This design comes from an exercise in tuning for small area on the open sky130 flow, not from production work. Only simulation tests tie the RTL to the original design; equivalence was not proved. No activity file was given, so power comes from the tool's default toggle rates.

run 1:
Design via_block, start of the top module:
module via_block (
    input  wire        clk,
    input  wire        rst,
    input  wire        cmd_valid,
    output wire        cmd_ready,
    input  wire [2:0]  cmd_op,       
    input  wire        cmd_unit,     
    input  wire        cmd_debug,    
    input  wire [3:0]  cmd_reg,
    input  wire [31:0] cmd_data,     
    input  wire        i2c_sda_in,   
    input  wire        ser_atn,
    input  wire        ser_clk,
    input  wire        ser_data,
    input  wire [3:0]  joy_data,     
    output reg         rsp_valid,
    output reg  [7:0]  rsp_rdata,
    output reg         rsp_i2c_step,
    output wire        irq1,
    output wire        irq2,
    output wire        pb7_1,
    output wire        pb7_2,
    output reg         i2c_sda_out,
    output reg         i2c_scl_out,
    output reg         joy_latch,
    output reg         joy_clk
);
For scale: ~370 flip-flops, ~71 I/O pins.
export LEC_CHECK = 0
export CAP_MARGIN = 20
export CORE_MARGIN = 2
export CORE_UTILIZATION = 40
export GPL_ROUTABILITY_DRIVEN = 0
export GPL_TIMING_DRIVEN = 0
export PLACE_DENSITY = 0.6
export SLEW_MARGIN = 20
create_clock -name core_clock -period 10.0 [get_ports {clk}]
standard.sh (not shown) runs the stock make flow with config.mk's settings and CLKGATE_MAP_FILE= SYNTH_SCRIPT=/design/flow/synth_recipe.tcl, a recipe that flattens the netlist after the stock synthesis.
==> flow/flow/run.sh <==
#!/bin/bash
set -euo pipefail
export FLOW_WORK="$PWD"
export FLOW_ABC_SCRIPT="$PWD/flow/abc_area_deep.script"
bash standard.sh \
  "SYNTH_SCRIPT=$PWD/flow/synth_deep.tcl" \
  "BUFFER_PORTS_ARGS=-buffer_cell sky130_fd_sc_hd__buf_1" \
  "CTS_ARGS=-sink_clustering_enable -repair_clock_nets -dont_use_dummy_load -buf_list sky130_fd_sc_hd__clkbuf_8 -sink_clustering_size 20 -sink_clustering_max_diameter 50" \
  finish > flow_make.log 2>&1
==> flow/flow/abc_area_deep.script <==
strash
&get -n
&deepsyn -J 200 -T 0
&put
dch -f
&get -n
&nf -R 1000
&put
topo
dnsize -c
==> flow/flow/synth_deep.tcl <==
# The standard synthesis script (synth_recipe.tcl, sourced unchanged), with only the ABC
# script of its technology-mapping call replaced by an area-oriented one (abc_area_deep.script).
# The flip-flops are mapped by dfflibmap before ABC runs, so the registers, their names and
# their cells are those of the standard synthesis.
proc abc {args} {
  set i [lsearch -exact $args -script]
  if {$i >= 0} { lset args [expr {$i + 1}] $::env(FLOW_ABC_SCRIPT) }
  yosys abc {*}$args
}
source $::env(FLOW_WORK)/synth_recipe.tcl
Inputs modified between run 1 and run 2:
- swapping 40 for 50 in CORE_UTILIZATION
- clearing GPL_ROUTABILITY_DRIVEN, which used to be 0
- clearing GPL_TIMING_DRIVEN, which used to be 0
- swapping 0.6 for 0.7 in PLACE_DENSITY
==> run notes <==
Run 2 vs. run 1: post-route cell area went down by 45 µm², worst hold slack now sits lower, worst slack at placement went up, post-route clock period utilization -4.9 points.
Against run 1, run 2 comes in 0.48 ns lower on data arrival time at the worst-slack endpoint.
[compare] base=run 1 new=run 2: total of fill cells in the finished design lost about 27%, instance count on the critical path picked up an extra 1.
The inputs of run 3 differ from those of run 2 as listed below.
- GPL_TIMING_DRIVEN now 0, previously not set
- GPL_ROUTABILITY_DRIVEN now 0, previously not set
--- outcome ---
Relative to run 2, the post-route minimum period of run 3 is higher by 0.55 ns. Delta (run 3 minus run 2): global-route wire length before repair ~0 delta, worst path setup slack after routing -0.55 ns, register fraction of the total cell area +0.19 points. Run 2 was routed with fewer vias than run 3. Power of the combinational group in run 3 is about 2% below run 2. Summary: pre-CTS setup slack, run 3 worse than run 2. Sort run 2 and run 3 by detailed-routing iteration count for the pre-antenna-repair pass, ascending, and run 2 comes first. Run 3 supports a lower top clock frequency than run 2.
Input changes introduced in run 4 (baseline for comparison: run 3):
- a deleted GPL_ROUTABILITY_DRIVEN that had been 0
- a deleted GPL_TIMING_DRIVEN that had been 0
- a change of CORE_UTILIZATION from 50 to 40
- a change of PLACE_DENSITY from 0.7 to 0.6
--- outcome ---
- Run 4 has completed all stages; timing, DRC and antenna checks passed.
- Compared to run 3, run 4 has fraction of layout cells with a size suffix above 1 0.56 points higher.
- Minimum clock period after layout came out lower on run 4 than on run 3.
- Delta(share of power burned in combinational logic, run 4 - run 3) > 0
- In run 4, power share of the clock group is higher than in run 3.
- Looking at fmax across both flows, run 4 is the stronger of the two, with run 3 trailing.
- Compared to run 3, run 4 has hold slack 0.015 ns lower.
- Run 3 has a lower setup slack than run 4.
Changes in run 5 relative to run 4:
- PLACE_DENSITY changed from 0.6 to 0.8
- GPL_TIMING_DRIVEN newly set to 0
- GPL_ROUTABILITY_DRIVEN newly set to 0
- CORE_UTILIZATION changed from 40 to 60
Notes after the runs:
Looking at combined global-route utilization of all metal layers across run 5 and run 4, the one that comes out higher is run 5.
Against run 4 as the reference, run 5 delivers a lower number of buffers and inverters on the critical path.
Critical path depth for run 5 is lower than for run 4.
Run 5: all stages complete, timing, DRC and antenna checks passed
The area growth from synthesis to final layout reported for run 5 is smaller than that of run 4 by 1.8 points.
Worst hold slack: run 5 higher than run 4
Run 5 gives less combinational power than run 4 did.
Multi-input gate share of the layout cell area, run 5 and run 4, lower one = run 4.

-- what the ideal ports hide --
The results above use ideal ports. As a check the final layouts listed here were re-extracted and re-timed, cells and wires unchanged. Step 1 assumes that a clkbuf_16 drives the clock port and a buf_2 every other input. Step 2 adds t to the input delays and takes it off the output delays; t is the mean of the earliest and latest rising clock arrival at the registers after step 1. Input paths then give back, and output paths get back, about the clock's delay inside the block. Slacks: ideal ports / drivers / drivers and shift; pairs: ideal ports / drivers.
run	t, ns	slack for setup (ns)	hold WS [ns]	latest minus earliest clock arrival (ns)	worst register clock-pin slew, ns
run 1	0.581	3.158 / 3.105 / 3.105	0.287 / 0.287 / 0.287	0.043 / 0.043	0.11 / 0.11
run 2	0.575	3.644 / 3.585 / 3.585	0.283 / 0.283 / 0.283	0.056 / 0.057	0.11 / 0.11
run 3	0.562	3.094 / 3.040 / 3.040	0.297 / 0.297 / 0.297	0.044 / 0.044	0.11 / 0.11
run 4	0.575	3.626 / 3.598 / 3.598	0.282 / 0.282 / 0.282	0.087 / 0.087	0.12 / 0.12
run 5	0.571	3.398 / 3.376 / 3.376	0.295 / 0.295 / 0.295	0.057 / 0.056	0.11 / 0.11
After both steps setup and hold are still met in every run listed. The setup slack of run 2, which loses most, moves by -0.059 ns with the drivers and by -0.059 ns with both steps.
